Background: an optimization exercise with open tools, aiming at small area, a short achievable clock period and few clock cycles. Do not read the settings as production practice.
At most, simulation tests tie the RTL to the original design; equivalence was not proved.
For runs 1 and 3, only the layout was checked, not whether the RTL still works.

==> flow/design.v, too long to show whole: its modules and the start of the top module <==
// module als_div: 765 lines
// module als_codec: 121 lines
// module als_core: 1463 lines
module als_core (
    input  wire        clk,
    input  wire        rst,           
    input  wire        cmd_valid,
    input  wire [31:0] cmd_cw,
    input  wire [31:0] cmd_opd,
    output reg         busy,
    output reg         rsp_valid,
    output reg  [2:0]  rsp_status,
    output wire [31:0] rsp_result
);
  // ...
==> flow/run.sh <==
#!/bin/bash
# synth_recipe.tcl (not shown) runs the flow's synth.tcl, then flattens the netlist and writes it again
# the make line also repeats each setting of config.mk as NAME=value (left out here)
make -C /OpenROAD-flow-scripts/flow DESIGN_CONFIG=/design/flow/config.mk WORK_HOME=/design/flow/orfs CLKGATE_MAP_FILE= SYNTH_SCRIPT=/design/flow/synth_recipe.tcl finish
==> flow/config.mk <==
export PLATFORM = sky130hd
export DESIGN_NAME = als_core
export DESIGN_NICKNAME = als_core
export VERILOG_FILES = /design/flow/design.v
export SDC_FILE = /design/flow/constraint.sdc
export NUM_CORES = 4
export LEC_CHECK = 0
export CAP_MARGIN = 20
export CORE_MARGIN = 2
export CORE_UTILIZATION = 40
export SETUP_SLACK_MARGIN = 3.5
export SLEW_MARGIN = 20
==> flow/constraint.sdc <==
create_clock -name core_clock -period 10.0 [get_ports {clk}]
set_input_delay 2.0000 -clock core_clock [delete_from_list [all_inputs] [get_ports {clk}]]
set_output_delay 2.0000 -clock core_clock [all_outputs]
set_load 0.01 [all_outputs]
==> flow_metrics.py, run 1 <==
metrics = {
    "final_layout": {
        "seq-cell-share_pct": 4.56,
        "layout.nets": 4885,
        "fillCellCount": 7866,
        "clock_buffers": 10,
        "final_common_cell": "inv_1",
        "n_antenna_cell": 2,
    },
    "worst_setup_path": {
        "cp.buffers_inverters": 4,
        "required_ps": 10270,
    },
    "routing": {
        "ant_nets": 0,
        "routed_via_density": 6.36,
        "met3_length_mm": 14.5,
        "first_pass_iters": 9,
    },
    "yosys": {
        "yosysUniqueCellTypes": 96,
        "synth_most_common_cell": "inv_1",
    },
    "hold_path": {
        "whs_path_depth": 2,
    },
    "status": {
        "status": "no timing/DRC/antenna violations",
    },
    "floorplan": {
        "die_w_um": 290,
        "die_area_um2": 84300,
    },
    "sta": {
        "finalWorstSetupSlack_ps": 3350,
    },
    "clocking": {
        "cts_hold_buffers": 0,
    },
    "place": {
        "dp.cells": 5030,
    },
    "grt": {
        "grt_max_degree": 53,
        "use_met1_pct": 43.1,
        "grtUsageMet3_pct": 5.38,
    },
}
==> inputs of run 2 (changes only) <==
--- a/flow/design.v
+++ b/flow/design.v
@@ -1003,18 +1003,17 @@
     wire [4:0] imm_sh = (op == 4'd3) ? (5'd20 - {1'b0, kshift}) : (5'd5 + {1'b0, kshift});
     reg  [31:0] res_val;
     reg         res_shift;
     reg         res_b16;
     reg  [4:0]  res_sh;
     wire [31:0] res_shifted = res_val >> res_sh;
     assign rsp_result = res_shift ? {15'd0, res_shifted[16] & res_b16, res_shifted[15:0]}
                                   : res_val;
-    reg  [10:0]        acc_hi;
-    wire signed [42:0] acc = {acc_hi, res_val};
+    reg  signed [42:0] acc;
     reg  [1:0]         pstep;
     reg  [8:0]  bone;
     reg  [8:0]  btwo;
     reg  [7:0]  bneg;
     wire [19:0] lbe_n = {2'b00, lval, 1'b0};
     reg  [8:0]  bone_n;
     reg  [8:0]  btwo_n;
     reg  [7:0]  bneg_n;
@@ -2310,40 +2309,38 @@
             rsp_status <= ST_OK;
             res_val    <= 32'd0;
             res_shift  <= 1'b0;
             res_b16    <= 1'b0;
             res_sh     <= 5'd0;
             bone       <= 9'd0;
             btwo       <= 9'd0;
             bneg       <= 8'd0;
-            acc_hi     <= 11'd0;
+            acc        <= 43'sd0;
             pstep      <= 2'd0;
         end else if (busy) begin
-            pstep  <= pstep + 2'd1;
-            acc_hi <= acc_next[42:32];
+            pstep <= pstep + 2'd1;
+            acc   <= acc_next;
             if (pstep == 2'd3) begin
                 busy       <= 1'b0;
                 rsp_valid  <= 1'b1;
                 rsp_status <= ST_OK;
                 res_val    <= {5'd0, psum[57:31]};
                 res_shift  <= 1'b0;
-            end else begin
-                res_val    <= acc_next[31:0];
             end
         end else begin
-            bone   <= bone_n;
-            btwo   <= btwo_n;
-            bneg   <= bneg_n;
-            acc_hi <= D4[42:32];
-            pstep  <= 2'd0;
+            bone  <= bone_n;
+            btwo  <= btwo_n;
+            bneg  <= bneg_n;
+            acc   <= D4;
+            pstep <= 2'd0;
             if (cmd_valid) begin
                 busy       <= need_poly;
                 rsp_valid  <= ~need_poly;
                 rsp_status <= imm_status;
-                res_val    <= need_poly ? D4[31:0] : imm_value;
+                res_val    <= imm_value;
                 res_shift  <= imm_shift;
                 res_b16    <= imm_b16;
                 res_sh     <= imm_sh;
             end
         end
     end
 endmodule
==> flow/config.mk (replaced) <==
export PLATFORM = sky130hd
export DESIGN_NAME = als_core
export DESIGN_NICKNAME = als_core
export VERILOG_FILES = /design/flow/design.v
export SDC_FILE = /design/flow/constraint.sdc
export NUM_CORES = 4
export LEC_CHECK = 0
export CAP_MARGIN = 20
export CORE_MARGIN = 2
export CORE_UTILIZATION = 40
export SETUP_SLACK_MARGIN = 3
export SLEW_MARGIN = 20
==> flow_metrics.py, run 2 <==
metrics = {
    "grt": {
        "grt_pass1_vias": 30623,
        "use_met1_pct": 37.0,
        "top_usage_layer": "met2",
        "grt_usage_pct": 28.3,
        "overflow": 0,
        "grtUsageMet3_pct": 3.61,
        "grt_pass1_wl_mm": 187,
        "gr-usage-met2_pct": 47.4,
        "grt_max_degree": 55,
        "antenna_found_initial": 2,
    },
    "yosys": {
        "synth_area_um2": 32900,
        "synth_edf_count": 0,
        "synthTopCellsByArea": "fa_1, ha_1, a22oi_1, dfxtp_1, inv_1",
        "yosys_most_used_dff": "dfxtp_1",
        "synthTopCellsByCount": "inv_1, fa_1, a22oi_1",
        "synthArstFlopShare_pct": 0,
        "ys_ff_latch": 114,
        "synth_top_area_share_pct": 25.1,
        "synth_area_leader_cell": "fa_1",
        "synth_nets": 4719,
        "synth_most_common_cell": "inv_1",
        "synth_cells": 4030,
        "synth_warnings": 3,
        "yosysSeqAreaShare_pct": 6.94,
        "yosysUniqueCellTypes": 97,
        "synth_area_per_cell_um2": 8.16,
    },
    "place": {
        "dp.cells": 4997,
        "pre_cts_ws_ps": 1470,
        "hpwl_mm": 91.6,
        "io_buffers": 102,
        "gp_congestion": 0.962,
    },
    "worst_setup_path": {
        "start_kind": "input port",
        "crit_fanout": 6,
        "required_ps": 10380,
        "reg2reg_depth": 24,
        "path_class": "input port to flop",
        "critical_path_arrival_ps": 7280,
        "critical_path.endpoint_type": "flop",
    },
    "routing": {
        "drt-initial-drc-count": 3330,
        "drc": 0,
        "ant_nets": 0,
        "first_pass_iters": 8,
        "post_drt_wl_per_cell_um": 23.7,
        "routed_via_density": 6.06,
        "dr_total_vias": 30972,
        "wl_mm": 121,
    },
    "sta": {
        "finalWorstSetupSlack_ps": 3100,
        "setup_viol": 0,
        "min_period_ps": 6900,
        "finalHoldViolCount": 0,
        "max_freq_ghz": 0.145,
        "relSlewSlack_pct": 29.4,
        "finalCritPeriodShare_pct": 69.0,
        "clock_skew_ps": 19.1,
        "rsz0062_at_grt": "yes",
        "final_max_slew_viol_count": 0,
        "worst_pin_slew_ps": 1060,
        "tns_ps": 0,
    },
    "final_layout": {
        "area_growth_pct": 14.1,
        "mostFrequentLayoutCells": "inv_1, fa_1, a22oi_1",
        "fillCellCount": 8013,
        "stdcell_count": 5113,
        "layout-drive-gt1-share_pct": 12.4,
        "largest_reg_flops": 43,
        "largest-register": "acc",
        "final_common_cell": "inv_1",
        "largestRegisters": "acc: 43 flops, res_val: 31 flops",
        "layout.nets": 4718,
    },
    "floorplan": {
        "coreArea_um2": 81700,
        "dieHeight_um": 291,
        "start_util_pct": 40.3,
        "num_rows": 105,
        "die_area_um2": 84600,
        "die_w_um": 291,
        "boundaryPins": 104,
    },
    "clocking": {
        "cts_hold_buffers": 0,
        "path_clk_slew_ps": 50,
        "htreeDepth": 4,
        "cts_buffers": 17,
        "clock_latency_ps": 480,
        "clockBufferDepth": 2,
        "cts-root-buf": "clkbuf_16",
        "cts_sinks": 114,
        "cts_tree": "done",
    },
    "flow_run": {
        "drv_cap": 0,
    },
    "status": {
        "status": "no timing/DRC/antenna violations",
    },
    "hold_path": {
        "whs_path_depth": 2,
        "hold_class": "flop to flop",
    },
}
==> run 2: critical path, stage by stage <==
cell,delay [ps]
clkdlybuf4s50_1,500
buf_12,110
clkinvlp_4,130
buf_4,180
fa_2,560
fa_1,400
inv_1,90
ha_4,230
a211o_4,390
buf_12,140
a211oi_4,270
o211ai_1,180
buf_4,180
a21oi_4,210
nand2_2,100
buf_4,170
a311o_1,340
a32oi_2,230
o311ai_4,190
or3_1,400
a311oi_2,250
==> run 2: metrics by stage <==
stage	instance area, um^2	util, %	hold WS [ps]
3_5_place_dp	35000	42.8	450
3_3_place_gp	35000	42.8	441
6_report	37500	45.9	454
4_1_cts	36800	45.0	458
5_1_grt	37500	45.9	483
2_1_floorplan	32900	-	436
==> run 2: routing by layer <==
metal | vias to the layer above | share of wire [%]
met3 | 293 | 7.0
li1 | 13834 | -
met1 | 15376 | 41
met2 | 1469 | 48
met5 | - | 0
met4 | 0 | 4.3
==> run 2: repair_timing <==
item                       4_1_cts  5_1_grt
buffers inserted                44       36
cloned                           2        0
setup endpoints to repair       70       56
gates resized for setup        179      121
pin swaps                       31       47
==> run 2: kinds of logic (layout without fill, tap and decap cells) <==
kind of cell	after synthesis	after routing	share of synthesized area, %
buffers and inverters	884	896	10.2
AOI/OAI and AO/OA	1150	1150	24.4
adders and majority gates	623	623	33.1
and+or+nand+nor	754	754	10.9
other	1	2	0.0114
xor gates and xnor gates	400	400	10.6
muxes	104	104	3.85
DFF	114	114	6.94
==> run 2: final timing paths <==
check                start       endpoint  slack, ps
max             cmd_opd[0]        btwo[6]       3100
min reg2reg  rsp_status[1]  rsp_status[1]        450
min          rsp_status[1]  rsp_status[1]        450
max reg2reg        acc[18]     res_val[2]       3270
==> run 2: cell type report <==
cell class | count | area [um^2] | area share, %
multi-input cells | 3032 | 28200 | 75.2
repair buffers | 310 | 2910 | 7.76
flip-flops and latches | 114 | 2330 | 6.22
inverters | 554 | 2140 | 5.71
well taps | 1070 | 1340 | 3.57
clock buffers | 20 | 457 | 1.22
clock inverters | 12 | 133 | 0.353
diodes | 1 | 2.50 | 0.00667
Testbench counts of run 2, summed over its fixed seeds: cycles 8,288.
==> module als_div, before the edit <==
module als_div (
    input  wire [15:0] raw,
    input  wire [16:0] lux,       
    input  wire [3:0]  k,         
    output wire [29:0] zr,
    output wire [30:0] zl,
    output wire [16:0] lval,      
    output reg         lbig,      
    output reg         qbig       
);
    wire tr_1;
    wire tr_2;
    assign tr_1 = raw[14] ^ raw[11];
    assign tr_2 = raw[14] & raw[11];
    wire tr_3;
    wire tr_4;
    assign tr_3 = raw[15] ^ raw[12] ^ ~raw[10];
    assign tr_4 = (raw[15] & raw[12]) | (~raw[10] & (raw[15] ^ raw[12]));
    wire tr_5;
    wire tr_6;
    assign tr_5 = raw[13] ^ ~raw[11] ^ ~raw[5];
    assign tr_6 = (raw[13] & ~raw[11]) | (~raw[5] & (raw[13] ^ ~raw[11]));
    wire tr_7;
    wire tr_8;
    assign tr_7 = raw[14] ^ ~raw[12];
    assign tr_8 = raw[14] & ~raw[12];
    wire tr_9;
    wire tr_10;
    assign tr_9 = raw[15] ^ ~raw[13];
    assign tr_10 = raw[15] & ~raw[13];
    wire tr_11;
    wire tr_12;
    assign tr_11 = ~raw[15] ^ ~raw[9];
    assign tr_12 = ~raw[15] & ~raw[9];
    wire tr_13;
    wire tr_14;
    assign tr_13 = ~raw[10] ^ ~raw[7];
    assign tr_14 = ~raw[10] & ~raw[7];
    wire tr_15;
    wire tr_16;
    assign tr_15 = ~raw[11] ^ ~raw[8];
    assign tr_16 = ~raw[11] & ~raw[8];
    wire tr_17;
    wire tr_18;
    assign tr_17 = ~raw[12] ^ ~raw[9];
    assign tr_18 = ~raw[12] & ~raw[9];
    wire tr_19;
    wire tr_20;
    assign tr_19 = ~raw[13] ^ ~raw[10];
    assign tr_20 = ~raw[13] & ~raw[10];
    wire tr_21;
    wire tr_22;
    assign tr_21 = ~raw[14] ^ ~raw[11];
    assign tr_22 = ~raw[14] & ~raw[11];
    wire tr_23;
    wire tr_24;
    assign tr_23 = ~raw[15] ^ ~raw[12] ^ ~raw[6];
    assign tr_24 = (~raw[15] & ~raw[12]) | (~raw[6] & (~raw[15] ^ ~raw[12]));
    wire tr_25;
    wire tr_26;
    assign tr_25 = ~raw[13] ^ ~raw[7] ^ ~raw[5];
    assign tr_26 = (~raw[13] & ~raw[7]) | (~raw[5] & (~raw[13] ^ ~raw[7]));
    wire tr_27;
    wire tr_28;
    assign tr_27 = ~raw[14] ^ ~raw[8] ^ ~raw[6];
    assign tr_28 = (~raw[14] & ~raw[8]) | (~raw[6] & (~raw[14] ^ ~raw[8]));
    wire tr_29;
    wire tr_30;
    assign tr_29 = ~raw[15] ^ ~raw[9] ^ ~raw[7];
    assign tr_30 = (~raw[15] & ~raw[9]) | (~raw[7] & (~raw[15] ^ ~raw[9]));
    wire tr_31;
    wire tr_32;
    assign tr_31 = ~raw[9] ^ ~raw[3];
    assign tr_32 = ~raw[9] & ~raw[3];
    wire tr_33;
    wire tr_34;
    assign tr_33 = ~raw[4] ^ ~raw[1] ^ tr_2;
    assign tr_34 = (~raw[4] & ~raw[1]) | (tr_2 & (~raw[4] ^ ~raw[1]));
    wire tr_35;
    wire tr_36;
    assign tr_35 = ~raw[2] ^ 1'b1 ^ tr_4;
    assign tr_36 = (~raw[2] & 1'b1) | (tr_4 & (~raw[2] ^ 1'b1));
    wire tr_37;
    wire tr_38;
    assign tr_37 = ~raw[6] ^ ~raw[3] ^ tr_6;
    assign tr_38 = (~raw[6] & ~raw[3]) | (tr_6 & (~raw[6] ^ ~raw[3]));
    wire tr_39;
    wire tr_40;
    assign tr_39 = ~raw[7] ^ ~raw[4] ^ tr_8;
    assign tr_40 = (~raw[7] & ~raw[4]) | (tr_8 & (~raw[7] ^ ~raw[4]));
    wire tr_41;
    wire tr_42;
    assign tr_41 = ~raw[14] ^ ~raw[8] ^ ~raw[5];
    assign tr_42 = (~raw[14] & ~raw[8]) | (~raw[5] & (~raw[14] ^ ~raw[8]));
    wire tr_43;
    wire tr_44;
    assign tr_43 = ~raw[6] ^ ~raw[0] ^ 1'b1;
    assign tr_44 = (~raw[6] & ~raw[0]) | (1'b1 & (~raw[6] ^ ~raw[0]));
    wire tr_45;
    wire tr_46;
    assign tr_45 = ~raw[1] ^ 1'b1 ^ tr_12;
    assign tr_46 = (~raw[1] & 1'b1) | (tr_12 & (~raw[1] ^ 1'b1));
    wire tr_47;
    wire tr_48;
    assign tr_47 = ~raw[2] ^ ~raw[0] ^ tr_14;
    assign tr_48 = (~raw[2] & ~raw[0]) | (tr_14 & (~raw[2] ^ ~raw[0]));
    wire tr_49;
    wire tr_50;
    assign tr_49 = ~raw[3] ^ ~raw[1] ^ tr_16;
    assign tr_50 = (~raw[3] & ~raw[1]) | (tr_16 & (~raw[3] ^ ~raw[1]));
    wire tr_51;
    wire tr_52;
    assign tr_51 = ~raw[4] ^ ~raw[2] ^ tr_18;
    assign tr_52 = (~raw[4] & ~raw[2]) | (tr_18 & (~raw[4] ^ ~raw[2]));
    wire tr_53;
    wire tr_54;
    assign tr_53 = ~raw[5] ^ ~raw[3] ^ tr_20;
    assign tr_54 = (~raw[5] & ~raw[3]) | (tr_20 & (~raw[5] ^ ~raw[3]));
    wire tr_55;
    wire tr_56;
    assign tr_55 = ~raw[4] ^ raw[0] ^ tr_22;
    assign tr_56 = (~raw[4] & raw[0]) | (tr_22 & (~raw[4] ^ raw[0]));
    wire tr_57;
    wire tr_58;
    assign tr_57 = raw[1] ^ 1'b1 ^ tr_24;
    assign tr_58 = (raw[1] & 1'b1) | (tr_24 & (raw[1] ^ 1'b1));
    wire tr_59;
    wire tr_60;
    assign tr_59 = raw[2] ^ 1'b1 ^ tr_26;
    assign tr_60 = (raw[2] & 1'b1) | (tr_26 & (raw[2] ^ 1'b1));
    wire tr_61;
    wire tr_62;
    assign tr_61 = raw[3] ^ 1'b1 ^ tr_28;
    assign tr_62 = (raw[3] & 1'b1) | (tr_28 & (raw[3] ^ 1'b1));
    wire tr_63;
    wire tr_64;
    assign tr_63 = ~raw[10] ^ ~raw[8] ^ raw[4];
    assign tr_64 = (~raw[10] & ~raw[8]) | (raw[4] & (~raw[10] ^ ~raw[8]));
    wire tr_65;
    wire tr_66;
    assign tr_65 = ~raw[11] ^ ~raw[9] ^ raw[5];
    assign tr_66 = (~raw[11] & ~raw[9]) | (raw[5] & (~raw[11] ^ ~raw[9]));
    wire tr_67;
    wire tr_68;
    assign tr_67 = ~raw[12] ^ ~raw[10] ^ raw[6];
    assign tr_68 = (~raw[12] & ~raw[10]) | (raw[6] & (~raw[12] ^ ~raw[10]));
    wire tr_69;
    wire tr_70;
    assign tr_69 = ~raw[13] ^ ~raw[11] ^ raw[7];
    assign tr_70 = (~raw[13] & ~raw[11]) | (raw[7] & (~raw[13] ^ ~raw[11]));
    wire tr_71;
    wire tr_72;
    assign tr_71 = ~raw[14] ^ ~raw[12] ^ raw[8];
    assign tr_72 = (~raw[14] & ~raw[12]) | (raw[8] & (~raw[14] ^ ~raw[12]));
    wire tr_73;
    wire tr_74;
    assign tr_73 = ~raw[15] ^ ~raw[13] ^ raw[9];
    assign tr_74 = (~raw[15] & ~raw[13]) | (raw[9] & (~raw[15] ^ ~raw[13]));
    wire tr_75;
    wire tr_76;
    assign tr_75 = ~raw[0] ^ tr_1;
    assign tr_76 = ~raw[0] & tr_1;
    wire tr_77;
    wire tr_78;
    assign tr_77 = tr_3 ^ tr_32 ^ tr_33;
    assign tr_78 = (tr_3 & tr_32) | (tr_33 & (tr_3 ^ tr_32));
    wire tr_79;
    wire tr_80;
    assign tr_79 = tr_5 ^ tr_34 ^ tr_35;
    assign tr_80 = (tr_5 & tr_34) | (tr_35 & (tr_5 ^ tr_34));
    wire tr_81;
    wire tr_82;
    assign tr_81 = tr_7 ^ tr_36 ^ tr_37;
    assign tr_82 = (tr_7 & tr_36) | (tr_37 & (tr_7 ^ tr_36));
    wire tr_83;
    wire tr_84;
    assign tr_83 = tr_9 ^ tr_38 ^ tr_39;
    assign tr_84 = (tr_9 & tr_38) | (tr_39 & (tr_9 ^ tr_38));
    wire tr_85;
    wire tr_86;
    assign tr_85 = tr_10 ^ tr_40 ^ tr_41;
    assign tr_86 = (tr_10 & tr_40) | (tr_41 & (tr_10 ^ tr_40));
    wire tr_87;
    wire tr_88;
    assign tr_87 = tr_11 ^ tr_42 ^ tr_43;
    assign tr_88 = (tr_11 & tr_42) | (tr_43 & (tr_11 ^ tr_42));
    wire tr_89;
    wire tr_90;
    assign tr_89 = tr_13 ^ tr_44 ^ tr_45;
    assign tr_90 = (tr_13 & tr_44) | (tr_45 & (tr_13 ^ tr_44));
    wire tr_91;
    wire tr_92;
    assign tr_91 = tr_15 ^ tr_46 ^ tr_47;
    assign tr_92 = (tr_15 & tr_46) | (tr_47 & (tr_15 ^ tr_46));
    wire tr_93;
    wire tr_94;
    assign tr_93 = tr_17 ^ tr_48 ^ tr_49;
    assign tr_94 = (tr_17 & tr_48) | (tr_49 & (tr_17 ^ tr_48));
    wire tr_95;
    wire tr_96;
    assign tr_95 = tr_19 ^ tr_50 ^ tr_51;
    assign tr_96 = (tr_19 & tr_50) | (tr_51 & (tr_19 ^ tr_50));
    wire tr_97;
    wire tr_98;
    assign tr_97 = tr_21 ^ tr_52 ^ tr_53;
    assign tr_98 = (tr_21 & tr_52) | (tr_53 & (tr_21 ^ tr_52));
    wire tr_99;
    wire tr_100;
    assign tr_99 = tr_23 ^ tr_54 ^ tr_55;
    assign tr_100 = (tr_23 & tr_54) | (tr_55 & (tr_23 ^ tr_54));
    wire tr_101;
    wire tr_102;
    assign tr_101 = tr_25 ^ tr_56 ^ tr_57;
    assign tr_102 = (tr_25 & tr_56) | (tr_57 & (tr_25 ^ tr_56));
    wire tr_103;
    wire tr_104;
    assign tr_103 = tr_27 ^ tr_58 ^ tr_59;
    assign tr_104 = (tr_27 & tr_58) | (tr_59 & (tr_27 ^ tr_58));
    wire tr_105;
    wire tr_106;
    assign tr_105 = tr_29 ^ tr_60 ^ tr_61;
    assign tr_106 = (tr_29 & tr_60) | (tr_61 & (tr_29 ^ tr_60));
    wire tr_107;
    wire tr_108;
    assign tr_107 = tr_30 ^ tr_62 ^ tr_63;
    assign tr_108 = (tr_30 & tr_62) | (tr_63 & (tr_30 ^ tr_62));
    wire tr_109;
    wire tr_110;
    assign tr_109 = 1'b1 ^ tr_64 ^ tr_65;
    assign tr_110 = (1'b1 & tr_64) | (tr_65 & (1'b1 ^ tr_64));
    wire tr_111;
    wire tr_112;
    assign tr_111 = 1'b1 ^ tr_66 ^ tr_67;
    assign tr_112 = (1'b1 & tr_66) | (tr_67 & (1'b1 ^ tr_66));
    wire tr_113;
    wire tr_114;
    assign tr_113 = 1'b1 ^ tr_68 ^ tr_69;
    assign tr_114 = (1'b1 & tr_68) | (tr_69 & (1'b1 ^ tr_68));
    wire tr_115;
    wire tr_116;
    assign tr_115 = 1'b1 ^ tr_70 ^ tr_71;
    assign tr_116 = (1'b1 & tr_70) | (tr_71 & (1'b1 ^ tr_70));
    wire tr_117;
    wire tr_118;
    assign tr_117 = 1'b1 ^ tr_72 ^ tr_73;
    assign tr_118 = (1'b1 & tr_72) | (tr_73 & (1'b1 ^ tr_72));
    wire tr_119;
    wire tr_120;
    assign tr_119 = ~raw[14] ^ raw[10] ^ tr_74;
    assign tr_120 = (~raw[14] & raw[10]) | (tr_74 & (~raw[14] ^ raw[10]));
    wire tr_121;
    wire tr_122;
    assign tr_121 = ~raw[15] ^ raw[11] ^ 1'b1;
    assign tr_122 = (~raw[15] & raw[11]) | (1'b1 & (~raw[15] ^ raw[11]));
    assign zr = {1'b1, 1'b1, raw[15], raw[14], raw[13], raw[12], tr_120, tr_118, tr_116, tr_114, tr_112, tr_110, tr_108, tr_106, tr_104, tr_102, tr_100, tr_98, tr_96, tr_94, tr_92, tr_90, tr_88, tr_86, tr_84, tr_82, tr_80, tr_78, tr_76, tr_31}
              + {1'b0, 1'b0, 1'b1, 1'b1, 1'b1, tr_122, tr_121, tr_119, tr_117, tr_115, tr_113, tr_111, tr_109, tr_107, tr_105, tr_103, tr_101, tr_99, tr_97, tr_95, tr_93, tr_91, tr_89, tr_87, tr_85, tr_83, tr_81, tr_79, tr_77, tr_75};
    wire tl_1;
    wire tl_2;
    assign tl_1 = lux[15] ^ ~lux[12];
    assign tl_2 = lux[15] & ~lux[12];
    wire tl_3;
    wire tl_4;
    assign tl_3 = lux[16] ^ ~lux[13];
    assign tl_4 = lux[16] & ~lux[13];
    wire tl_5;
    wire tl_6;
    assign tl_5 = ~lux[15] ^ lux[12];
    assign tl_6 = ~lux[15] & lux[12];
    wire tl_7;
    wire tl_8;
    assign tl_7 = ~lux[16] ^ lux[13];
    assign tl_8 = ~lux[16] & lux[13];
    wire tl_9;
    wire tl_10;
    assign tl_9 = lux[14] ^ ~lux[11];
    assign tl_10 = lux[14] & ~lux[11];
    wire tl_11;
    wire tl_12;
    assign tl_11 = lux[15] ^ ~lux[12];
    assign tl_12 = lux[15] & ~lux[12];
    wire tl_13;
    wire tl_14;
    assign tl_13 = lux[16] ^ ~lux[13] ^ lux[10];
    assign tl_14 = (lux[16] & ~lux[13]) | (lux[10] & (lux[16] ^ ~lux[13]));
    wire tl_15;
    wire tl_16;
    assign tl_15 = ~lux[14] ^ lux[11];
    assign tl_16 = ~lux[14] & lux[11];
    wire tl_17;
    wire tl_18;
    assign tl_17 = ~lux[15] ^ lux[12];
    assign tl_18 = ~lux[15] & lux[12];
    wire tl_19;
    wire tl_20;
    assign tl_19 = ~lux[16] ^ lux[13] ^ ~lux[10];
    assign tl_20 = (~lux[16] & lux[13]) | (~lux[10] & (~lux[16] ^ lux[13]));
    wire tl_21;
    wire tl_22;
    assign tl_21 = lux[14] ^ ~lux[11] ^ ~lux[8];
    assign tl_22 = (lux[14] & ~lux[11]) | (~lux[8] & (lux[14] ^ ~lux[11]));
    wire tl_23;
    wire tl_24;
    assign tl_23 = lux[15] ^ ~lux[12] ^ ~lux[9];
    assign tl_24 = (lux[15] & ~lux[12]) | (~lux[9] & (lux[15] ^ ~lux[12]));
    wire tl_25;
    wire tl_26;
    assign tl_25 = lux[16] ^ ~lux[13] ^ ~lux[10];
    assign tl_26 = (lux[16] & ~lux[13]) | (~lux[10] & (lux[16] ^ ~lux[13]));
    wire tl_27;
    wire tl_28;
    assign tl_27 = ~lux[14] ^ ~lux[11];
    assign tl_28 = ~lux[14] & ~lux[11];
    wire tl_29;
    wire tl_30;
    assign tl_29 = ~lux[15] ^ ~lux[12];
    assign tl_30 = ~lux[15] & ~lux[12];
    wire tl_31;
    wire tl_32;
    assign tl_31 = ~lux[16] ^ ~lux[13];
    assign tl_32 = ~lux[16] & ~lux[13];
    wire tl_33;
    wire tl_34;
    assign tl_33 = ~lux[15] ^ lux[12] ^ ~lux[9];
    assign tl_34 = (~lux[15] & lux[12]) | (~lux[9] & (~lux[15] ^ lux[12]));
    wire tl_35;
    wire tl_36;
    assign tl_35 = ~lux[16] ^ lux[13] ^ ~lux[10];
    assign tl_36 = (~lux[16] & lux[13]) | (~lux[10] & (~lux[16] ^ lux[13]));
    wire tl_37;
    wire tl_38;
    assign tl_37 = lux[7] ^ ~lux[4];
    assign tl_38 = lux[7] & ~lux[4];
    wire tl_39;
    wire tl_40;
    assign tl_39 = lux[14] ^ ~lux[11] ^ lux[8];
    assign tl_40 = (lux[14] & ~lux[11]) | (lux[8] & (lux[14] ^ ~lux[11]));
    wire tl_41;
    wire tl_42;
    assign tl_41 = ~lux[5] ^ lux[2];
    assign tl_42 = ~lux[5] & lux[2];
    wire tl_43;
    wire tl_44;
    assign tl_43 = lux[9] ^ ~lux[6] ^ lux[3];
    assign tl_44 = (lux[9] & ~lux[6]) | (lux[3] & (lux[9] ^ ~lux[6]));
    wire tl_45;
    wire tl_46;
    assign tl_45 = ~lux[0] ^ 1'b1 ^ tl_1;
    assign tl_46 = (~lux[0] & 1'b1) | (tl_1 & (~lux[0] ^ 1'b1));
    wire tl_47;
    wire tl_48;
    assign tl_47 = lux[10] ^ ~lux[7] ^ lux[4];
    assign tl_48 = (lux[10] & ~lux[7]) | (lux[4] & (lux[10] ^ ~lux[7]));
    wire tl_49;
    wire tl_50;
    assign tl_49 = ~lux[1] ^ tl_2 ^ tl_3;
    assign tl_50 = (~lux[1] & tl_2) | (tl_3 & (~lux[1] ^ tl_2));
    wire tl_51;
    wire tl_52;
    assign tl_51 = ~lux[14] ^ lux[11] ^ ~lux[8];
    assign tl_52 = (~lux[14] & lux[11]) | (~lux[8] & (~lux[14] ^ lux[11]));
    wire tl_53;
    wire tl_54;
    assign tl_53 = lux[5] ^ ~lux[2] ^ tl_4;
    assign tl_54 = (lux[5] & ~lux[2]) | (tl_4 & (lux[5] ^ ~lux[2]));
    wire tl_55;
    wire tl_56;
    assign tl_55 = ~lux[9] ^ lux[6] ^ ~lux[3];
    assign tl_56 = (~lux[9] & lux[6]) | (~lux[3] & (~lux[9] ^ lux[6]));
    wire tl_57;
    wire tl_58;
    assign tl_57 = ~lux[0] ^ 1'b1 ^ tl_5;
    assign tl_58 = (~lux[0] & 1'b1) | (tl_5 & (~lux[0] ^ 1'b1));
    wire tl_59;
    wire tl_60;
    assign tl_59 = ~lux[10] ^ lux[7] ^ ~lux[4];
    assign tl_60 = (~lux[10] & lux[7]) | (~lux[4] & (~lux[10] ^ lux[7]));
    wire tl_61;
    wire tl_62;
    assign tl_61 = ~lux[1] ^ tl_6 ^ tl_7;
    assign tl_62 = (~lux[1] & tl_6) | (tl_7 & (~lux[1] ^ tl_6));
    wire tl_63;
    wire tl_64;
    assign tl_63 = lux[8] ^ ~lux[5] ^ ~lux[2];
    assign tl_64 = (lux[8] & ~lux[5]) | (~lux[2] & (lux[8] ^ ~lux[5]));
    wire tl_65;
    wire tl_66;
    assign tl_65 = ~lux[0] ^ tl_8 ^ tl_9;
    assign tl_66 = (~lux[0] & tl_8) | (tl_9 & (~lux[0] ^ tl_8));
    wire tl_67;
    wire tl_68;
    assign tl_67 = lux[9] ^ ~lux[6] ^ ~lux[3];
    assign tl_68 = (lux[9] & ~lux[6]) | (~lux[3] & (lux[9] ^ ~lux[6]));
    wire tl_69;
    wire tl_70;
    assign tl_69 = ~lux[1] ^ tl_10 ^ tl_11;
    assign tl_70 = (~lux[1] & tl_10) | (tl_11 & (~lux[1] ^ tl_10));
    wire tl_71;
    wire tl_72;
    assign tl_71 = ~lux[7] ^ ~lux[4] ^ ~lux[2];
    assign tl_72 = (~lux[7] & ~lux[4]) | (~lux[2] & (~lux[7] ^ ~lux[4]));
    wire tl_73;
    wire tl_74;
    assign tl_73 = lux[0] ^ tl_12 ^ tl_13;
    assign tl_74 = (lux[0] & tl_12) | (tl_13 & (lux[0] ^ tl_12));
    wire tl_75;
    wire tl_76;
    assign tl_75 = ~lux[8] ^ ~lux[5] ^ ~lux[3];
    assign tl_76 = (~lux[8] & ~lux[5]) | (~lux[3] & (~lux[8] ^ ~lux[5]));
    wire tl_77;
    wire tl_78;
    assign tl_77 = lux[1] ^ tl_14 ^ tl_15;
    assign tl_78 = (lux[1] & tl_14) | (tl_15 & (lux[1] ^ tl_14));
    wire tl_79;
    wire tl_80;
    assign tl_79 = ~lux[9] ^ ~lux[6] ^ ~lux[4];
    assign tl_80 = (~lux[9] & ~lux[6]) | (~lux[4] & (~lux[9] ^ ~lux[6]));
    wire tl_81;
    wire tl_82;
    assign tl_81 = lux[2] ^ tl_16 ^ tl_17;
    assign tl_82 = (lux[2] & tl_16) | (tl_17 & (lux[2] ^ tl_16));
    wire tl_83;
    wire tl_84;
    assign tl_83 = ~lux[7] ^ ~lux[5] ^ lux[3];
    assign tl_84 = (~lux[7] & ~lux[5]) | (lux[3] & (~lux[7] ^ ~lux[5]));
    wire tl_85;
    wire tl_86;
    assign tl_85 = lux[0] ^ tl_18 ^ tl_19;
    assign tl_86 = (lux[0] & tl_18) | (tl_19 & (lux[0] ^ tl_18));
    wire tl_87;
    wire tl_88;
    assign tl_87 = ~lux[6] ^ lux[4] ^ lux[1];
    assign tl_88 = (~lux[6] & lux[4]) | (lux[1] & (~lux[6] ^ lux[4]));
    wire tl_89;
    wire tl_90;
    assign tl_89 = 1'b1 ^ tl_20 ^ tl_21;
    assign tl_90 = (1'b1 & tl_20) | (tl_21 & (1'b1 ^ tl_20));
    wire tl_91;
    wire tl_92;
    assign tl_91 = ~lux[7] ^ lux[5] ^ lux[2];
    assign tl_92 = (~lux[7] & lux[5]) | (lux[2] & (~lux[7] ^ lux[5]));
    wire tl_93;
    wire tl_94;
    assign tl_93 = 1'b1 ^ tl_22 ^ tl_23;
    assign tl_94 = (1'b1 & tl_22) | (tl_23 & (1'b1 ^ tl_22));
    wire tl_95;
    wire tl_96;
    assign tl_95 = ~lux[8] ^ lux[6] ^ lux[3];
    assign tl_96 = (~lux[8] & lux[6]) | (lux[3] & (~lux[8] ^ lux[6]));
    wire tl_97;
    wire tl_98;
    assign tl_97 = 1'b1 ^ tl_24 ^ tl_25;
    assign tl_98 = (1'b1 & tl_24) | (tl_25 & (1'b1 ^ tl_24));
    wire tl_99;
    wire tl_100;
    assign tl_99 = ~lux[9] ^ lux[7] ^ lux[4];
    assign tl_100 = (~lux[9] & lux[7]) | (lux[4] & (~lux[9] ^ lux[7]));
    wire tl_101;
    wire tl_102;
    assign tl_101 = 1'b1 ^ tl_26 ^ tl_27;
    assign tl_102 = (1'b1 & tl_26) | (tl_27 & (1'b1 ^ tl_26));
    wire tl_103;
    wire tl_104;
    assign tl_103 = ~lux[10] ^ lux[8] ^ lux[5];
    assign tl_104 = (~lux[10] & lux[8]) | (lux[5] & (~lux[10] ^ lux[8]));
    wire tl_105;
    wire tl_106;
    assign tl_105 = 1'b1 ^ tl_28 ^ tl_29;
    assign tl_106 = (1'b1 & tl_28) | (tl_29 & (1'b1 ^ tl_28));
    wire tl_107;
    wire tl_108;
    assign tl_107 = ~lux[11] ^ lux[9] ^ lux[6];
    assign tl_108 = (~lux[11] & lux[9]) | (lux[6] & (~lux[11] ^ lux[9]));
    wire tl_109;
    wire tl_110;
    assign tl_109 = 1'b1 ^ tl_30 ^ tl_31;
    assign tl_110 = (1'b1 & tl_30) | (tl_31 & (1'b1 ^ tl_30));
    wire tl_111;
    wire tl_112;
    assign tl_111 = ~lux[14] ^ ~lux[12] ^ lux[10];
    assign tl_112 = (~lux[14] & ~lux[12]) | (lux[10] & (~lux[14] ^ ~lux[12]));
    wire tl_113;
    wire tl_114;
    assign tl_113 = lux[7] ^ tl_32;
    assign tl_114 = lux[7] & tl_32;
    wire tl_115;
    wire tl_116;
    assign tl_115 = ~lux[15] ^ ~lux[13] ^ lux[11];
    assign tl_116 = (~lux[15] & ~lux[13]) | (lux[11] & (~lux[15] ^ ~lux[13]));
    wire tl_117;
    wire tl_118;
    assign tl_117 = lux[8] ^ 1'b1;
    assign tl_118 = lux[8] & 1'b1;
    wire tl_119;
    wire tl_120;
    assign tl_119 = ~lux[16] ^ ~lux[14] ^ lux[12];
    assign tl_120 = (~lux[16] & ~lux[14]) | (lux[12] & (~lux[16] ^ ~lux[14]));
    wire tl_121;
    wire tl_122;
    assign tl_121 = lux[9] ^ 1'b1;
    assign tl_122 = lux[9] & 1'b1;
    wire tl_123;
    wire tl_124;
    assign tl_123 = ~lux[15] ^ lux[13];
    assign tl_124 = ~lux[15] & lux[13];
    wire tl_125;
    wire tl_126;
    assign tl_125 = ~lux[16] ^ lux[14];
    assign tl_126 = ~lux[16] & lux[14];
    wire tl_127;
    wire tl_128;
    assign tl_127 = lux[6] ^ ~lux[3];
    assign tl_128 = lux[6] & ~lux[3];
    wire tl_129;
    wire tl_130;
    assign tl_129 = lux[1] ^ tl_34 ^ tl_35;
    assign tl_130 = (lux[1] & tl_34) | (tl_35 & (lux[1] ^ tl_34));
    wire tl_131;
    wire tl_132;
    assign tl_131 = tl_36 ^ tl_38 ^ tl_39;
    assign tl_132 = (tl_36 & tl_38) | (tl_39 & (tl_36 ^ tl_38));
    wire tl_133;
    wire tl_134;
    assign tl_133 = tl_40 ^ tl_42 ^ tl_43;
    assign tl_134 = (tl_40 & tl_42) | (tl_43 & (tl_40 ^ tl_42));
    wire tl_135;
    wire tl_136;
    assign tl_135 = tl_44 ^ tl_46 ^ tl_47;
    assign tl_136 = (tl_44 & tl_46) | (tl_47 & (tl_44 ^ tl_46));
    wire tl_137;
    wire tl_138;
    assign tl_137 = tl_48 ^ tl_50 ^ tl_51;
    assign tl_138 = (tl_48 & tl_50) | (tl_51 & (tl_48 ^ tl_50));
    wire tl_139;
    wire tl_140;
    assign tl_139 = tl_52 ^ tl_54 ^ tl_55;
    assign tl_140 = (tl_52 & tl_54) | (tl_55 & (tl_52 ^ tl_54));
    wire tl_141;
    wire tl_142;
    assign tl_141 = tl_56 ^ tl_58 ^ tl_59;
    assign tl_142 = (tl_56 & tl_58) | (tl_59 & (tl_56 ^ tl_58));
    wire tl_143;
    wire tl_144;
    assign tl_143 = tl_60 ^ tl_62 ^ tl_63;
    assign tl_144 = (tl_60 & tl_62) | (tl_63 & (tl_60 ^ tl_62));
    wire tl_145;
    wire tl_146;
    assign tl_145 = tl_64 ^ tl_66 ^ tl_67;
    assign tl_146 = (tl_64 & tl_66) | (tl_67 & (tl_64 ^ tl_66));
    wire tl_147;
    wire tl_148;
    assign tl_147 = tl_68 ^ tl_70 ^ tl_71;
    assign tl_148 = (tl_68 & tl_70) | (tl_71 & (tl_68 ^ tl_70));
    wire tl_149;
    wire tl_150;
    assign tl_149 = tl_72 ^ tl_74 ^ tl_75;
    assign tl_150 = (tl_72 & tl_74) | (tl_75 & (tl_72 ^ tl_74));
    wire tl_151;
    wire tl_152;
    assign tl_151 = tl_76 ^ tl_78 ^ tl_79;
    assign tl_152 = (tl_76 & tl_78) | (tl_79 & (tl_76 ^ tl_78));
    wire tl_153;
    wire tl_154;
    assign tl_153 = tl_80 ^ tl_82 ^ tl_83;
    assign tl_154 = (tl_80 & tl_82) | (tl_83 & (tl_80 ^ tl_82));
    wire tl_155;
    wire tl_156;
    assign tl_155 = tl_84 ^ tl_86 ^ tl_87;
    assign tl_156 = (tl_84 & tl_86) | (tl_87 & (tl_84 ^ tl_86));
    wire tl_157;
    wire tl_158;
    assign tl_157 = tl_88 ^ tl_90 ^ tl_91;
    assign tl_158 = (tl_88 & tl_90) | (tl_91 & (tl_88 ^ tl_90));
    wire tl_159;
    wire tl_160;
    assign tl_159 = tl_92 ^ tl_94 ^ tl_95;
    assign tl_160 = (tl_92 & tl_94) | (tl_95 & (tl_92 ^ tl_94));
    wire tl_161;
    wire tl_162;
    assign tl_161 = tl_96 ^ tl_98 ^ tl_99;
    assign tl_162 = (tl_96 & tl_98) | (tl_99 & (tl_96 ^ tl_98));
    wire tl_163;
    wire tl_164;
    assign tl_163 = tl_100 ^ tl_102 ^ tl_103;
    assign tl_164 = (tl_100 & tl_102) | (tl_103 & (tl_100 ^ tl_102));
    wire tl_165;
    wire tl_166;
    assign tl_165 = tl_104 ^ tl_106 ^ tl_107;
    assign tl_166 = (tl_104 & tl_106) | (tl_107 & (tl_104 ^ tl_106));
    wire tl_167;
    wire tl_168;
    assign tl_167 = tl_108 ^ tl_110 ^ tl_111;
    assign tl_168 = (tl_108 & tl_110) | (tl_111 & (tl_108 ^ tl_110));
    wire tl_169;
    wire tl_170;
    assign tl_169 = tl_112 ^ tl_114 ^ tl_115;
    assign tl_170 = (tl_112 & tl_114) | (tl_115 & (tl_112 ^ tl_114));
    wire tl_171;
    wire tl_172;
    assign tl_171 = tl_116 ^ tl_118 ^ tl_119;
    assign tl_172 = (tl_116 & tl_118) | (tl_119 & (tl_116 ^ tl_118));
    wire tl_173;
    wire tl_174;
    assign tl_173 = lux[10] ^ tl_120 ^ tl_122;
    assign tl_174 = (lux[10] & tl_120) | (tl_122 & (lux[10] ^ tl_120));
    wire tl_175;
    wire tl_176;
    assign tl_175 = lux[11] ^ 1'b1 ^ tl_124;
    assign tl_176 = (lux[11] & 1'b1) | (tl_124 & (lux[11] ^ 1'b1));
    wire tl_177;
    wire tl_178;
    assign tl_177 = lux[15] ^ lux[12];
    assign tl_178 = lux[15] & lux[12];
    wire tl_179;
    wire tl_180;
    assign tl_179 = lux[16] ^ lux[13];
    assign tl_180 = lux[16] & lux[13];
    wire tl_181;
    wire tl_182;
    assign tl_181 = lux[0] ^ tl_33;
    assign tl_182 = lux[0] & tl_33;
    wire tl_183;
    wire tl_184;
    assign tl_183 = tl_37 ^ tl_128 ^ tl_129;
    assign tl_184 = (tl_37 & tl_128) | (tl_129 & (tl_37 ^ tl_128));
    wire tl_185;
    wire tl_186;
    assign tl_185 = tl_41 ^ tl_130 ^ tl_131;
    assign tl_186 = (tl_41 & tl_130) | (tl_131 & (tl_41 ^ tl_130));
    wire tl_187;
    wire tl_188;
    assign tl_187 = tl_45 ^ tl_132 ^ tl_133;
    assign tl_188 = (tl_45 & tl_132) | (tl_133 & (tl_45 ^ tl_132));
    wire tl_189;
    wire tl_190;
    assign tl_189 = tl_49 ^ tl_134 ^ tl_135;
    assign tl_190 = (tl_49 & tl_134) | (tl_135 & (tl_49 ^ tl_134));
    wire tl_191;
    wire tl_192;
    assign tl_191 = tl_53 ^ tl_136 ^ tl_137;
    assign tl_192 = (tl_53 & tl_136) | (tl_137 & (tl_53 ^ tl_136));
    wire tl_193;
    wire tl_194;
    assign tl_193 = tl_57 ^ tl_138 ^ tl_139;
    assign tl_194 = (tl_57 & tl_138) | (tl_139 & (tl_57 ^ tl_138));
    wire tl_195;
    wire tl_196;
    assign tl_195 = tl_61 ^ tl_140 ^ tl_141;
    assign tl_196 = (tl_61 & tl_140) | (tl_141 & (tl_61 ^ tl_140));
    wire tl_197;
    wire tl_198;
    assign tl_197 = tl_65 ^ tl_142 ^ tl_143;
    assign tl_198 = (tl_65 & tl_142) | (tl_143 & (tl_65 ^ tl_142));
    wire tl_199;
    wire tl_200;
    assign tl_199 = tl_69 ^ tl_144 ^ tl_145;
    assign tl_200 = (tl_69 & tl_144) | (tl_145 & (tl_69 ^ tl_144));
    wire tl_201;
    wire tl_202;
    assign tl_201 = tl_73 ^ tl_146 ^ tl_147;
    assign tl_202 = (tl_73 & tl_146) | (tl_147 & (tl_73 ^ tl_146));
    wire tl_203;
    wire tl_204;
    assign tl_203 = tl_77 ^ tl_148 ^ tl_149;
    assign tl_204 = (tl_77 & tl_148) | (tl_149 & (tl_77 ^ tl_148));
    wire tl_205;
    wire tl_206;
    assign tl_205 = tl_81 ^ tl_150 ^ tl_151;
    assign tl_206 = (tl_81 & tl_150) | (tl_151 & (tl_81 ^ tl_150));
    wire tl_207;
    wire tl_208;
    assign tl_207 = tl_85 ^ tl_152 ^ tl_153;
    assign tl_208 = (tl_85 & tl_152) | (tl_153 & (tl_85 ^ tl_152));
    wire tl_209;
    wire tl_210;
    assign tl_209 = tl_89 ^ tl_154 ^ tl_155;
    assign tl_210 = (tl_89 & tl_154) | (tl_155 & (tl_89 ^ tl_154));
    wire tl_211;
    wire tl_212;
    assign tl_211 = tl_93 ^ tl_156 ^ tl_157;
    assign tl_212 = (tl_93 & tl_156) | (tl_157 & (tl_93 ^ tl_156));
    wire tl_213;
    wire tl_214;
    assign tl_213 = tl_97 ^ tl_158 ^ tl_159;
    assign tl_214 = (tl_97 & tl_158) | (tl_159 & (tl_97 ^ tl_158));
    wire tl_215;
    wire tl_216;
    assign tl_215 = tl_101 ^ tl_160 ^ tl_161;
    assign tl_216 = (tl_101 & tl_160) | (tl_161 & (tl_101 ^ tl_160));
    wire tl_217;
    wire tl_218;
    assign tl_217 = tl_105 ^ tl_162 ^ tl_163;
    assign tl_218 = (tl_105 & tl_162) | (tl_163 & (tl_105 ^ tl_162));
    wire tl_219;
    wire tl_220;
    assign tl_219 = tl_109 ^ tl_164 ^ tl_165;
    assign tl_220 = (tl_109 & tl_164) | (tl_165 & (tl_109 ^ tl_164));
    wire tl_221;
    wire tl_222;
    assign tl_221 = tl_113 ^ tl_166 ^ tl_167;
    assign tl_222 = (tl_113 & tl_166) | (tl_167 & (tl_113 ^ tl_166));
    wire tl_223;
    wire tl_224;
    assign tl_223 = tl_117 ^ tl_168 ^ tl_169;
    assign tl_224 = (tl_117 & tl_168) | (tl_169 & (tl_117 ^ tl_168));
    wire tl_225;
    wire tl_226;
    assign tl_225 = tl_121 ^ tl_170 ^ tl_171;
    assign tl_226 = (tl_121 & tl_170) | (tl_171 & (tl_121 ^ tl_170));
    wire tl_227;
    wire tl_228;
    assign tl_227 = tl_123 ^ tl_172 ^ tl_173;
    assign tl_228 = (tl_123 & tl_172) | (tl_173 & (tl_123 ^ tl_172));
    wire tl_229;
    wire tl_230;
    assign tl_229 = tl_125 ^ tl_174 ^ tl_175;
    assign tl_230 = (tl_125 & tl_174) | (tl_175 & (tl_125 ^ tl_174));
    wire tl_231;
    wire tl_232;
    assign tl_231 = tl_126 ^ tl_176 ^ tl_177;
    assign tl_232 = (tl_126 & tl_176) | (tl_177 & (tl_126 ^ tl_176));
    wire tl_233;
    wire tl_234;
    assign tl_233 = 1'b1 ^ tl_178 ^ tl_179;
    assign tl_234 = (1'b1 & tl_178) | (tl_179 & (1'b1 ^ tl_178));
    wire tl_235;
    wire tl_236;
    assign tl_235 = lux[14] ^ 1'b1 ^ tl_180;
    assign tl_236 = (lux[14] & 1'b1) | (tl_180 & (lux[14] ^ 1'b1));
    wire tl_237;
    wire tl_238;
    assign tl_237 = lux[15] ^ 1'b1;
    assign tl_238 = lux[15] & 1'b1;
    wire tl_239;
    wire tl_240;
    assign tl_239 = lux[16] ^ 1'b1;
    assign tl_240 = lux[16] & 1'b1;
    assign zl = {1'b1, tl_238, tl_236, tl_234, tl_232, tl_230, tl_228, tl_226, tl_224, tl_222, tl_220, tl_218, tl_216, tl_214, tl_212, tl_210, tl_208, tl_206, tl_204, tl_202, tl_200, tl_198, tl_196, tl_194, tl_192, tl_190, tl_188, tl_186, tl_184, tl_182, tl_127}
              + {tl_240, tl_239, tl_237, tl_235, tl_233, tl_231, tl_229, tl_227, tl_225, tl_223, tl_221, tl_219, tl_217, tl_215, tl_213, tl_211, tl_209, tl_207, tl_205, tl_203, tl_201, tl_199, tl_197, tl_195, tl_193, tl_191, tl_189, tl_187, tl_185, tl_183, tl_181};
    wire [29:0] lsh = zr >> (5'd20 - {1'b0, k});
    assign lval = lsh[16:0];
    always @(*) begin
        case (k)
            4'd3: lbig = raw >= 16'd34757;
            4'd4: lbig = raw >= 16'd17379;
            4'd5: lbig = raw >= 16'd8690;
            4'd6: lbig = raw >= 16'd4345;
            4'd7: lbig = raw >= 16'd2173;
            4'd8: lbig = raw >= 16'd1087;
            4'd9: lbig = raw >= 16'd544;
            default: lbig = 1'b0;
        endcase
        case (k)
            4'd0: qbig = lux >= 17'd236;
            4'd1: qbig = lux >= 17'd472;
            4'd2: qbig = lux >= 17'd944;
            4'd3: qbig = lux >= 17'd1888;
            4'd4: qbig = lux >= 17'd3775;
            4'd5: qbig = lux >= 17'd7550;
            4'd6: qbig = lux >= 17'd15100;
            4'd7: qbig = lux >= 17'd30199;
            4'd8: qbig = lux >= 17'd60398;
            default: qbig = 1'b0;
        endcase
    end
endmodule
==> inputs of run 3 (changes only) <==
--- a/flow/design.v
+++ b/flow/design.v
@@ -737,6 +737,17 @@
     assign zl = {1'b1, tl_238, tl_236, tl_234, tl_232, tl_230, tl_228, tl_226, tl_224, tl_222, tl_220, tl_218, tl_216, tl_214, tl_212, tl_210, tl_208, tl_206, tl_204, tl_202, tl_200, tl_198, tl_196, tl_194, tl_192, tl_190, tl_188, tl_186, tl_184, tl_182, tl_127}
               + {tl_240, tl_239, tl_237, tl_235, tl_233, tl_231, tl_229, tl_227, tl_225, tl_223, tl_221, tl_219, tl_217, tl_215, tl_213, tl_211, tl_209, tl_207, tl_205, tl_203, tl_201, tl_199, tl_197, tl_195, tl_193, tl_191, tl_189, tl_187, tl_185, tl_183, tl_181};
-    wire [29:0] lsh = zr >> (5'd20 - {1'b0, k});
-    assign lval = lsh[16:0];
+    reg [16:0] lsel;
+    always @(*) begin
+        case (k)
+            4'd3: lsel = zr >> 17;
+            4'd4: lsel = zr >> 16;
+            4'd5: lsel = zr >> 15;
+            4'd6: lsel = zr >> 14;
+            4'd7: lsel = zr >> 13;
+            4'd8: lsel = zr >> 12;
+            default: lsel = zr >> 11;
+        endcase
+    end
+    assign lval = lsel;
     always @(*) begin
         case (k)
--- a/flow/config.mk
+++ b/flow/config.mk
@@ -6,4 +6,5 @@
 export NUM_CORES = 4
 export LEC_CHECK = 0
+export ABC_AREA = 1
 export CAP_MARGIN = 20
 export CORE_MARGIN = 2
==> flow_metrics.py, run 3 <==
metrics = {
    "status": {
        "status": "no timing/DRC/antenna violations",
    },
    "yosys": {
        "synth_warnings": 3,
        "yosys_most_used_dff": "dfxtp_1",
        "synth_area_um2": 34000,
        "synth_edf_count": 0,
        "synth_area_leader_cell": "fa_1",
        "ys_ff_latch": 114,
        "yosysSeqAreaShare_pct": 6.71,
        "yosysUniqueCellTypes": 66,
        "synth_cells": 5023,
        "synth_area_per_cell_um2": 6.77,
        "synth_most_common_cell": "inv_1",
        "synth_nets": 5712,
        "synthTopCellsByArea": "fa_1, inv_1, nand2_1, xor2_1, ha_1",
        "synthTopCellsByCount": "inv_1, nand2_1, fa_1",
        "synth_top_area_share_pct": 24.3,
        "synthArstFlopShare_pct": 0,
    },
    "worst_setup_path": {
        "critPathSlowestCell": "fa_1",
        "critPathMaxStageDelay_ps": 520,
        "reg2reg_to": "res_val[16]",
        "cpLargestDelayFamily": "adder cells",
        "start_kind": "input port",
        "crit_chain": "clkdlybuf4s50_1 -> buf_4 -> clkinvlp_4 -> ha_1 -> fa_1 -> fa_1 -> inv_1 -> fa_1 -> ha_1 -> nand2_1 -> nor2_1 -> nor2_1 -> nand3_1 -> nand2_1 -> nand2_1 -> a21oi_1 -> xor2_1 -> o21ai_1 -> nand2_1 -> nand3_1 -> nand2_1 -> inv_1",
        "required_ps": 10350,
        "r2r_slack_ps": 3160,
        "path_class": "input port to flop",
        "crit_fanout": 17,
        "critical_path.endpoint_type": "flop",
        "critical_path_arrival_ps": 7240,
        "reg2reg_depth": 21,
        "crit_top_cell": "nand2_1",
        "r2r-start": "acc[37]",
        "cp.buffers_inverters": 5,
    },
    "hold_path": {
        "min_from": "rsp_status[0]",
        "hold_end": "rsp_status[0]",
        "hold_class": "flop to flop",
        "whs_path_depth": 2,
    },
    "clocking": {
        "cts_buffers": 17,
        "path_clk_slew_ps": 60,
        "clockBufferDepth": 2,
        "clock_latency_ps": 460,
        "htreeDepth": 4,
        "cts_sinks": 114,
        "cts-root-buf": "clkbuf_16",
        "cts_tree": "done",
        "cts_hold_buffers": 0,
    },
    "place": {
        "gp_congestion": 1.01,
        "placed_area_um2": 36200,
        "dp.cells": 6120,
        "io_buffers": 102,
        "hpwl_mm": 111,
    },
    "grt": {
        "grt_max_degree": 49,
        "overflow": 0,
        "antenna_found_initial": 3,
        "grt_pass1_vias": 34477,
        "grt_usage_pct": 32.6,
        "grt_pass1_wl_mm": 216,
    },
    "final_layout": {
        "fin_area_um2": 37100,
        "seqCellArea_um2": 2280,
        "stdcell_count": 6178,
        "layout-drive-gt1-share_pct": 4.94,
        "largestRegisters": "acc: 43 flops, res_val: 31 flops",
        "largest_reg_flops": 43,
        "final_common_cell": "inv_1",
        "layout.nets": 5720,
        "mostFrequentLayoutCells": "inv_1, nand2_1, fa_1",
        "n_antenna_cell": 0,
        "area_growth_pct": 9.02,
        "fillCellCount": 8885,
        "multi_input_comb_area_um2": 27100,
        "largest-register": "acc",
    },
    "floorplan": {
        "start_util_pct": 40.5,
        "coreArea_um2": 84000,
        "die_w_um": 296,
        "dieHeight_um": 296,
        "boundaryPins": 104,
        "num_rows": 106,
        "die_area_um2": 87400,
    },
    "routing": {
        "drc": 0,
        "first_pass_iters": 7,
        "post_drt_wl_per_cell_um": 23.1,
        "wl_mm": 143,
        "ant_nets": 0,
        "drt-initial-drc-count": 4162,
        "dr_total_vias": 35536,
        "routed_via_density": 5.75,
    },
    "sta": {
        "max_freq_ghz": 0.145,
        "final_max_slew_viol_count": 0,
        "tns_ps": 0,
        "timing.hold.ws_ps": 466,
        "finalCritPeriodShare_pct": 68.9,
        "setup_viol": 0,
        "worst_pin_slew_ps": 1110,
        "clock_skew_ps": 17.9,
        "finalHoldViolCount": 0,
        "relSlewSlack_pct": 25.3,
        "min_period_ps": 6890,
        "rsz0062_at_grt": "yes",
    },
    "flow_run": {
        "drv_cap": 0,
    },
}
-- run 3: how the worst max path moves through the flow --
| stage | endpoint | cells past startpoint | startpoint | slack (ps) |
|---|---|---|---|---|
| after detailed placement | bone[2] | 27 | cmd_opd[5] | 1990 |
| final | res_val[16] | 22 | cmd_opd[11] | 3110 |
| after floorplan | bone[8] | 23 | cmd_opd[13] | 3630 |
| after global routing | acc[42] | 22 | bone[2] | 2960 |
| after global placement | bone[1] | 23 | cmd_opd[5] | 1930 |
| after CTS | res_val[8] | 21 | cmd_opd[16] | 3010 |
-- run 3: tightest hold or removal path, delay by kind of cell, from the launching register on --
kind / cells / cell delay (ps)
flops: 1 / 320
simple gates: 2 / 100
-- run 3: cells by family after synthesis --
group / Yosys count / synth area share, %
simple gates: 1698 / 21.3
compound gates: 993 / 16.9
mux: 11 / 0.327
buf+inv: 1241 / 13.9
other cells: 1 / 0.0110
xor+xnor: 343 / 8.85
fa+ha+maj: 622 / 32.0
flops: 114 / 6.71
-- run 3: timing repair --
| item | 4_1_cts | 5_1_grt |
|---|---|---|
| endpoints found under the setup margin | 33 | 39 |
| cloned | 0 | 0 |
| setup buffers | 9 | 17 |
| resized for setup | 9 | 42 |
-- run 3: per-layer routing --
layer	track usage (%)	wire (um)
met5	0	41
met4	10.5	5000
met3	9.91	18100
met2	48.2	59300
met1	45.4	60300
-- run 3: area by class of cell --
cell class              count  share of cell area [%]
clock buffers              20                    1.26
repair buffers            203                    4.87
inverters                1027                    10.6
well taps                1134                    3.83
multi-input cells        3668                    73.0
flip-flops and latches    114                    6.16
clock inverters            12                   0.324
-- run 3: per-stage QoR --
step / setup slack, ps / utilization [%]
final: 3110 / 44.2
after global routing: 2960 / 44.2
after CTS: 3010 / 43.9
after detailed placement: 1990 / 43.1
after global placement: 1930 / 43.1
after floorplan: 3630 / -

## separate check: timing with driven ports
The flow's constraints put no driver on any port. The routed layouts listed below were extracted and timed again, unchanged, in two steps. Step 1 sets driving cells, clkbuf_16 on the clock port and buf_2 on the other inputs (assumed; they add their load-dependent delay and slew). Step 2, shift: input delay + t, output delay - t, t = (earliest + latest rising clock arrival at the registers) / 2. This alone moves slack from input paths to output paths. Three values: no drivers, after step 1, after step 2; two values: the first two.
run	shift t [ns]	setup WS [ns]	worst register clock-pin slew, ns
run 1	0.421	3.348 / 3.362 / 2.940	0.07 / 0.07
run 2	0.530	3.098 / 3.134 / 2.604	0.07 / 0.07
run 3	0.507	3.110 / 3.141 / 2.634	0.07 / 0.07
After both steps every run listed still meets setup and hold. For run 2, which loses most, drivers alone change the setup slack by +0.036 ns; drivers and shift together by -0.494 ns.
